This design comes from an exercise in tuning for small area, a short achievable clock period and few clock cycles on the open sky130 flow, not from production work. The RTL was checked by simulation tests, not by an equivalence proof against the original design.

==> job 6234 <==
==> flow/design.v (excerpt) <==
module simhymn (
    input  wire       clk,
    input  wire       rst,           
    input  wire       img_we,
    input  wire [4:0] img_addr,
    input  wire [7:0] img_data,
    input  wire       start,
    output wire       in_req,
    input  wire       in_valid,
    input  wire [7:0] in_data,
    input  wire [1:0] in_err,        
    output reg        out_valid,
    output reg  [7:0] out_data,
    output wire       done,
    output wire       halted,
    output wire       faulted,
    output wire [2:0] fault_kind,
    output wire [4:0] fault_pc,
    output wire [7:0] fault_word,
    output reg  [7:0] acc,
    output reg  [4:0] pc,
    output wire       zf,
    output wire       pf,
    input  wire [4:0] dbg_addr,
    output wire [7:0] dbg_data
);
    localparam [4:0] JUMP_CHAIN_BOUND = 5'd30;
    localparam [4:0] INPUT_PORT  = 5'd30;
    localparam [4:0] OUTPUT_PORT = 5'd31;
    localparam [2:0] OP_HALT = 3'd0;
    localparam [2:0] OP_JUMP = 3'd1;
    localparam [2:0] OP_JZER = 3'd2;
    localparam [2:0] OP_JPOS = 3'd3;
    localparam [2:0] OP_LOAD = 3'd4;
    localparam [2:0] OP_STOR = 3'd5;
    localparam [2:0] OP_ADD  = 3'd6;
    localparam [2:0] OP_SUB  = 3'd7;
    reg [7:0] mem [0:31];
    reg [7:0] ir;                
    reg       run;               
    reg       hlt_r;             
    reg       flt_r;             
    reg       inv_r;             
    reg [4:0] chain;             
    assign zf = (acc == 8'd0);
    assign pf = !acc[7] && (acc != 8'd0);
    wire idle = !run && !hlt_r && !flt_r;
    wire go   = !rst && (run || (idle && start));
    wire ld   = idle && !start;              
    wire [2:0] op0  = ir[7:5];
    wire [4:0] a0   = ir[4:0];
    wire hlt0 = (op0 == OP_HALT) || (pc >= 5'd30);
    wire jmp0 = (op0 == OP_JUMP) || (op0 == OP_JZER) || (op0 == OP_JPOS);
    wire tk0  = (op0 == OP_JUMP) || (op0 == OP_JZER && zf) || (op0 == OP_JPOS && pf);
    wire cflt = !hlt0 && jmp0 && tk0 && (chain == JUMP_CHAIN_BOUND);
    wire [4:0] pc1 = pc + 5'd1;
    wire [4:0] pcx  = jmp0 ? (tk0 ? a0 : pc1) : pc;
    wire [4:0] pcx1 = pcx + 5'd1;
    wire [4:0] pcx2 = pcx + 5'd2;
  ...
clock: 10.0 ns
lec_check: 0
abc_area: 1
cap_margin: 20
core_margin: 2
core_utilization: 25
setup_slack_margin: 3
slew_margin: 20
tns_end_percent: 10
run.sh (not shown) runs the stock make flow with config.mk's settings and CLKGATE_MAP_FILE= SYNTH_SCRIPT=/design/flow/synth_recipe.tcl, a recipe that flattens the netlist after the stock synthesis.
==> job 1342: changes against job 6234 <==
==> flow/design.v (replaced) <==
module simhymn (
    input  wire       clk,
    input  wire       rst,           
    input  wire       img_we,
    input  wire [4:0] img_addr,
    input  wire [7:0] img_data,
    input  wire       start,
    output wire       in_req,
    input  wire       in_valid,
    input  wire [7:0] in_data,
    input  wire [1:0] in_err,        
    output reg        out_valid,
    output reg  [7:0] out_data,
    output wire       done,
    output wire       halted,
    output wire       faulted,
    output wire [2:0] fault_kind,
    output wire [4:0] fault_pc,
    output wire [7:0] fault_word,
    output reg  [7:0] acc,
    output reg  [4:0] pc,
    output wire       zf,
    output wire       pf,
    input  wire [4:0] dbg_addr,
    output wire [7:0] dbg_data
);
    localparam [4:0] JUMP_CHAIN_BOUND = 5'd30;
    localparam [4:0] INPUT_PORT  = 5'd30;
    localparam [4:0] OUTPUT_PORT = 5'd31;
    localparam [2:0] OP_HALT = 3'd0;
    localparam [2:0] OP_JUMP = 3'd1;
    localparam [2:0] OP_JZER = 3'd2;
    localparam [2:0] OP_JPOS = 3'd3;
    localparam [2:0] OP_LOAD = 3'd4;
    localparam [2:0] OP_STOR = 3'd5;
    localparam [2:0] OP_ADD  = 3'd6;
    localparam [2:0] OP_SUB  = 3'd7;
    reg [7:0] mem [0:31];
    reg [7:0] ir;                
    reg       run;               
    reg       hlt_r;             
    reg       flt_r;             
    reg       inv_r;             
    reg [4:0] chain;             
    assign zf = (acc == 8'd0);
    assign pf = !acc[7] && (acc != 8'd0);
    wire idle = !run && !hlt_r && !flt_r;
    wire go   = !rst && (run || (idle && start));
    wire ld   = idle && !start;              
    wire [2:0] op = ir[7:5];
    wire [4:0] a  = ir[4:0];
    wire hlt  = (op == OP_HALT) || (pc >= 5'd30);
    wire jmp  = (op == OP_JUMP) || (op == OP_JZER) || (op == OP_JPOS);
    wire tk   = (op == OP_JUMP) || (op == OP_JZER && zf) || (op == OP_JPOS && pf);
    wire cflt = !hlt && jmp && tk && (chain == JUMP_CHAIN_BOUND);
    wire stor = (op == OP_STOR);
    wire inp  = (op == OP_LOAD) && (a == INPUT_PORT);
    wire in_ok   = in_valid && (in_err == 2'd0);
    wire act     = go && !hlt && !cflt;
    wire wait_in = inp && !in_valid;
    wire bad_in  = inp && in_valid && !in_ok;
    wire adv     = act && !wait_in && !bad_in;       
    wire [4:0] pcn  = (jmp && tk) ? a : pc + 5'd1;
    wire       dsel = hlt_r || flt_r || hlt || cflt;
    wire [7:0] wn   = mem[dsel ? dbg_addr : pcn];
    assign dbg_data = wn;
    wire [7:0] opnd = mem[a];
    reg  [7:0] alu;
    always @(*) begin
        case (op)
            OP_ADD:  alu = acc + opnd;
            OP_SUB:  alu = acc - opnd;
            default: alu = inp ? in_data : opnd;
        endcase
    end
    wire       we = (ld && img_we && !rst) || (adv && (stor || inp));
    wire [4:0] wa = ld ? img_addr : a;
    wire [7:0] wd = ld ? img_data : (stor ? acc : in_data);
    integer i;
    always @(posedge clk) begin
        for (i = 0; i < 32; i = i + 1)
            if (we && wa == i[4:0])
                mem[i] <= wd;
    end
    assign in_req     = act && inp;
    assign halted     = hlt_r || (go && hlt);
    assign faulted    = flt_r || (go && cflt);
    assign done       = halted || faulted;
    assign fault_pc   = pc;
    assign fault_word = ir;
    assign fault_kind = ir[7] ? {2'b10, inv_r} : 3'd3;
    always @(posedge clk) begin
        if (rst) begin
            out_valid <= 1'b0;
            out_data  <= 8'd0;
        end else begin
            out_valid <= adv && stor && (a == OUTPUT_PORT);
            out_data  <= acc;
        end
    end
    always @(posedge clk) begin
        if (rst) begin
            run   <= 1'b0;
            hlt_r <= 1'b0;
            flt_r <= 1'b0;
            inv_r <= 1'b0;
            acc   <= 8'd0;
            pc    <= 5'd0;
            chain <= 5'd0;
        end else if (go) begin
            run <= 1'b1;
            if (hlt) begin
                run   <= 1'b0;
                hlt_r <= 1'b1;
            end else if (cflt) begin
                run   <= 1'b0;
                flt_r <= 1'b1;
            end else if (bad_in) begin
                run   <= 1'b0;
                flt_r <= 1'b1;
                inv_r <= in_err[1];
            end else if (adv) begin
                pc    <= pcn;
                chain <= (jmp && tk) ? chain + 5'd1 : 5'd0;
                if (!jmp && !stor)
                    acc <= alu;
            end
        end
    end
    always @(posedge clk) begin
        if (ld || rst)
            ir <= (!rst && img_we && img_addr == 5'd0) ? img_data : mem[0];
        else if (adv)
            ir <= (we && wa == pcn) ? wd : wn;
    end
endmodule
CORE_UTILIZATION = 40   (was 25)
SETUP_SLACK_MARGIN = 3.5   (was 3)
==> job 2330: changes against job 6234 <==
--- a/flow/design.v
+++ b/flow/design.v
@@ -56,11 +56,11 @@
     wire [4:0] pc1 = pc + 5'd1;
     wire [4:0] pcx  = jmp0 ? (tk0 ? a0 : pc1) : pc;
     wire [4:0] pcx1 = pcx + 5'd1;
     wire [4:0] pcx2 = pcx + 5'd2;
     wire [4:0] chainx = jmp0 ? (tk0 ? chain + 5'd1 : 5'd0) : chain;
-    wire dsel = hlt_r || flt_r || hlt0 || cflt;
+    wire dsel = !(run || start) || hlt0 || cflt;
     wire [31:0] oh_pc  = 32'd1 << pc;
     wire [31:0] oh_a0  = 32'd1 << a0;
     wire [31:0] oh_dbg = 32'd1 << dbg_addr;
     wire [31:0] oh_pc1 = {oh_pc[30:0], oh_pc[31]};
     wire [31:0] oh_pc2 = {oh_pc[29:0], oh_pc[31:30]};
CORE_UTILIZATION = 40   (was 25)
SETUP_SLACK_MARGIN = default   (was 3)
TNS_END_PERCENT = default   (was 10)
==> notes.md <==
Result of the run: job 1342 timing/DRC/antenna clean; job 2330 timing/DRC/antenna clean; job 6234 timing/DRC/antenna clean
Multi-In Gates: job 1342 1290; job 2330 2468; job 6234 2475
Worst slew slack as a fraction of its limit: job 1342 13.2%; job 2330 13.9%; job 6234 14.9%
Worst setup startpoint: job 1342 dbg_addr[2]; job 2330 ir[7]; job 6234 ir[6]
Gr usage total: job 1342 38.5%; job 2330 57.4%; job 6234 39.8%
Routed vias/inst: job 1342 6.02; job 2330 7.09; job 6234 6.08
Setup clock skew after layout: job 1342 0.0341 ns; job 2330 0.0273 ns; job 6234 0.0283 ns
Antenna diode instance count: job 1342 2; job 2330 22; job 6234 9
Via count of the routed design: job 1342 15096; job 2330 29830; job 6234 30791
Syn_nets: job 1342 1898; job 2330 3320; job 6234 3333
Number of antenna violations at the first check in global routing: job 1342 2; job 2330 25; job 6234 11
Via count of the first global-routing pass: job 1342 13983; job 2330 25850; job 6234 28197
Testbench counts of job 6234, summed over its fixed seeds: cycles 12,309.
Testbench counts of job 1342, summed over its fixed seeds: cycles 23,216.
Testbench counts of job 2330, summed over its fixed seeds: cycles 12,309.

==> port drivers added, routing unchanged <==
In the flow no input, the clock included, has a driving cell. The finished layouts below were timed again as built, in two steps.
Step 1 (the two cells are an assumption about what drives the block):
set clk [get_ports {clk}]
set_driving_cell -lib_cell sky130_fd_sc_hd__clkbuf_16 $clk
set_driving_cell -lib_cell sky130_fd_sc_hd__buf_2 [delete_from_list [all_inputs] $clk]
Step 2 also shifts input and output timing later by t, the mid clock arrival at the registers, as if the neighbouring blocks saw the same clock.
Slacks: no drivers / after step 1 / after step 2; pairs: no drivers / after step 1.
run | t (ns) | setup slack, ns | hold slack, ns | worst data-port slew with drivers (ns)
job 6234 | 0.651 | 2.537 / 2.468 / 2.538 | 0.474 / 0.474 / 0.474 | 0.06
job 1342 | 0.623 | 3.322 / 3.275 / 3.244 | 0.463 / 0.463 / 0.463 | 0.06
job 2330 | 0.651 | 0.222 / 0.154 / 0.280 | 0.488 / 0.488 / 0.488 | 0.07
After both steps setup and hold are still met in every run listed. For job 1342, which loses most, drivers alone change the setup slack by -0.047 ns; drivers and shift together by -0.078 ns.
